From an optimization exercise on the open Yosys and OpenROAD flow, aimed at small area, a short achievable clock period and few clock cycles; shortcuts taken in it are not production practice. Power figures rest on the tool's default switching activity, not on a simulated workload.

== old ==
// owd_core
module owd_core (
    input              clk,
    input              rst,
    input              start,
    input              cancel,
    input      [31:0]  sample_rate_hz,
    input              force_overdrive,
    input              channel_valid,
    input      [7:0]   channel,
    output reg         cur_valid,
    output reg [1:0]   cur_cmd,
    output reg [31:0]  cur_n,
    input              cur_ack,
    input      [63:0]  cur_sample,
    input              cur_level,
    input              cur_eos,
    output             snk_valid,
    output     [180:0] snk_data,
    output             idle,
    output             busy,
    output             halted,
    output reg [1:0]   halt_reason,
    output     [7:0]   chan
);
    localparam [31:0] MIN_SAMPLE_RATE_HZ = 32'd2000000;
    localparam [1:0] CMD_QUERY = 2'd0, CMD_ADV_EDGE = 2'd1, CMD_PEEK_EDGE = 2'd2, CMD_ADV_BY = 2'd3;
    localparam [1:0] REC_FRAME = 2'd0, REC_COMMIT = 2'd1, REC_MARKER = 2'd2, REC_PROGRESS = 2'd3;
    localparam [2:0] MK_INVALID = 3'd0, MK_START = 3'd1, MK_DOWNARROW = 3'd2, MK_ZERO = 3'd3,
                     MK_ONE = 3'd4;
    localparam [1:0] LAYER_UNKNOWN = 2'd0, LAYER_DATA = 2'd1, LAYER_COMMAND = 2'd2,
                     LAYER_CRC = 2'd3;
  ...
For scale: about 4600 cells after synthesis, about 400 flip-flops, roughly 340 I/O pins.
==> flow/config.mk <==
export PLATFORM = sky130hd
export DESIGN_NAME = owd_core
export DESIGN_NICKNAME = owd_core
export VERILOG_FILES = /design/flow/design.v
export SDC_FILE = /design/flow/constraint.sdc
export NUM_CORES = 4
export LEC_CHECK = 0
export ABC_CLOCK_PERIOD_IN_PS = 3500
export CAP_MARGIN = 30
export CORE_MARGIN = 2
export CORE_UTILIZATION = 55
export SETUP_SLACK_MARGIN = 5
export SLEW_MARGIN = 30
==> flow/constraint.sdc <==
create_clock -name core_clock -period 12.0 [get_ports {clk}]
set_input_delay 2.4000 -clock core_clock [delete_from_list [all_inputs] [get_ports {clk}]]
set_output_delay 2.4000 -clock core_clock [all_outputs]
set_load 0.01 [all_outputs]
run.sh (not shown) runs the stock make flow with config.mk's settings and CLKGATE_MAP_FILE= SYNTH_SCRIPT=/design/flow/synth_recipe.tcl, a recipe that flattens the netlist after the stock synthesis.
old finished all stages; the layout is clean.
The following lists how new was set up differently from old:
--- a/flow/design.v
+++ b/flow/design.v
@@ -122,27 +122,28 @@
     wire [21:0] te_t0  = {1'b0, te_sr, 1'b0} + {2'd0, te_add};
     wire [22:0] te_t1  = {1'b0, te_t0} - 23'd1000000;
     wire [22:0] te_t2  = {1'b0, te_t0} - 23'd2000000;
     wire        te_c2  = !te_t2[22];
     wire        te_c1  = !te_t1[22];
     wire [19:0] te_rn  = te_c2 ? te_t2[19:0] : te_c1 ? te_t1[19:0] : te_t0[19:0];
     wire [1:0]  te_cn  = te_c2 ? 2'd2 : te_c1 ? 2'd1 : 2'd0;
     wire [22:0] te_qn  = {te_sq[21:0], 1'b0} + {20'd0, te_scp, 1'b0} +
                          ((!te_div && te_b) ? {10'd0, tQ} : 23'd0);
     wire [22:0] te_val = tqb + {21'd0, tcp};
     wire [63:0] sb      = (ph == S_M1) ? rise : fall;
-    wire [39:0] sb_hi_p1 = sb[63:24] + 40'd1;
+    wire [24:0] dlo     = {1'b0, cur_sample[23:0]} - {1'b0, sb[23:0]};
     wire        d_eq0   = (cur_sample[63:24] == sb[63:24]);
+    wire [39:0] sb_hi_p1 = sb[63:24] + 40'd1;
     wire        d_eq1   = (cur_sample[63:24] == sb_hi_p1);
-    wire [23:0] cur_lo  = cur_sample[23:0];
-    wire [23:0] sb_lo   = sb[23:0];
+    wire        d_small = dlo[24] ? d_eq1 : d_eq0;    
+    wire [23:0] dl      = dlo[23:0];
     function lt24;
         input [23:0] a, b;
         reg [31:0] l0, e0;
         reg [15:0] l1, e1;
         reg [7:0]  l2, e2;
         reg [3:0]  l3, e3;
         reg [1:0]  l4, e4;
         integer i;
         begin
             l0 = {8'd0, ~a & b};
             e0 = {8'hFF, ~(a ^ b)};
@@ -157,47 +158,30 @@
             for (i = 0; i < 4; i = i + 1) begin
                 l3[i] = l2[2*i+1] | (e2[2*i+1] & l2[2*i]);
                 e3[i] = e2[2*i+1] & e2[2*i];
             end
             for (i = 0; i < 2; i = i + 1) begin
                 l4[i] = l3[2*i+1] | (e3[2*i+1] & l3[2*i]);
                 e4[i] = e3[2*i+1] & e3[2*i];
             end
             lt24 = l4[1] | (e4[1] & l4[0]);
         end
     endfunction
-    wire d_bw    = lt24(cur_lo, sb_lo);
-    wire d_small = d_bw ? d_eq1 : d_eq0;
-    function below;
-        input [23:0] c, s, t;
-        input        k2;
-        input        bw;
-        reg   [25:0] x, y, z, sm, cy, u;
-        begin
-            x  = {2'b00, c};
-            y  = {2'b11, ~s};
-            z  = {2'b11, ~t};
-            sm = x ^ y ^ z;
-            cy = (x & y) | (x & z) | (y & z);
-            u  = sm + {cy[24:0], k2} + 26'd1;
-            below = bw ? (u[25] & ~u[24]) : u[25];
-        end
-    endfunction
-    wire dd_lt10   = d_small &&  below(cur_lo, sb_lo, {8'd0, t10},   1'b1, d_bw);
-    wire dd_gt1000 = !d_small || !below(cur_lo, sb_lo, {1'b0, t1000}, 1'b0, d_bw);
-    wire dd_gt15   = !d_small || !below(cur_lo, sb_lo, {8'd0, t15},   1'b0, d_bw);
-    wire dd_gt30   = !d_small || !below(cur_lo, sb_lo, {7'd0, t30},   1'b0, d_bw);
-    wire dd_gt40   = !d_small || !below(cur_lo, sb_lo, {6'd0, t40},   1'b0, d_bw);
-    wire dd_lt88   = d_small &&  below(cur_lo, sb_lo, {5'd0, t88},   1'b1, d_bw);
-    wire dd_gt380  = !d_small || !below(cur_lo, sb_lo, {3'd0, t380},  1'b0, d_bw);
-    wire dd_lt480  = d_small &&  below(cur_lo, sb_lo, {3'd0, t480},  1'b1, d_bw);
+    wire dd_lt10   = d_small && lt24(dl, {8'd0, t10});
+    wire dd_gt1000 = !d_small || lt24({1'b0, t1000}, dl);
+    wire dd_gt15   = !d_small || lt24({8'd0, t15}, dl);
+    wire dd_gt30   = !d_small || lt24({7'd0, t30}, dl);
+    wire dd_gt40   = !d_small || lt24({6'd0, t40}, dl);
+    wire dd_lt88   = d_small && lt24(dl, {5'd0, t88});
+    wire dd_gt380  = !d_small || lt24({3'd0, t380}, dl);
+    wire dd_lt480  = d_small && lt24(dl, {3'd0, t480});
     wire x_gh   = !defer && h_lt10;
     wire x_gl   = !defer && dd_lt10;
     wire x_rst  = dd_gt380 || (force_overdrive && dd_gt40 && dd_lt88);
     wire x_warn = dd_gt380 && dd_lt480;
     reg [5:0] layer_width;
     always @(*) begin
         case (layer)
             LAYER_DATA:    layer_width = 6'd16;
             LAYER_COMMAND: layer_width = 6'd48;
             default:       layer_width = 6'd8;
         endcase
## What came out
Of new and old, the run reporting the lower cell area was new. Of new and old, it is new that has the lower initial DRC count. NOTE: synthesized instance count in new falls short of that of old. Switching component of the power sits higher in new than in old. Relative to old, area of combinational cells with multiple inputs decreased by about 12% in new. Of the two values seen for slowest library cell on the worst path, clkdlybuf4s50_1 was produced by old and or4b_4 by new.
No run of this note included a check of the RTL's function; only the layout flow was run.

-- port drivers added, routing unchanged --
The results above use ideal ports. As a check the final layouts listed here were re-extracted and re-timed, cells and wires unchanged.
Step 1: set_driving_cell puts a clkbuf_16 on clk and a buf_2 on each other input, an assumption about the parent block.
Step 2 moves the port delays by t, midway between the first and last clock arrival at a register: inputs arrive t later, outputs are due t later. That takes back most of the time a late clock gives input paths.
Slacks: ideal ports / drivers / drivers and shift; pairs: ideal ports / drivers.
run | t (ns) | setup slack, ns | latest minus earliest clock arrival (ns) | worst register clock-pin slew, ns | worst slew at a driven data input, ns
old | 0.685 | 5.073 / 5.107 / 4.422 | 0.016 / 0.017 | 0.07 / 0.07 | 0.12
new | 0.660 | 4.977 / 5.006 / 4.354 | 0.040 / 0.040 | 0.07 / 0.07 | 0.09
After both steps every run listed still meets setup and hold. The setup slack of old, which loses most, moves by +0.034 ns with the drivers and by -0.651 ns with both steps.
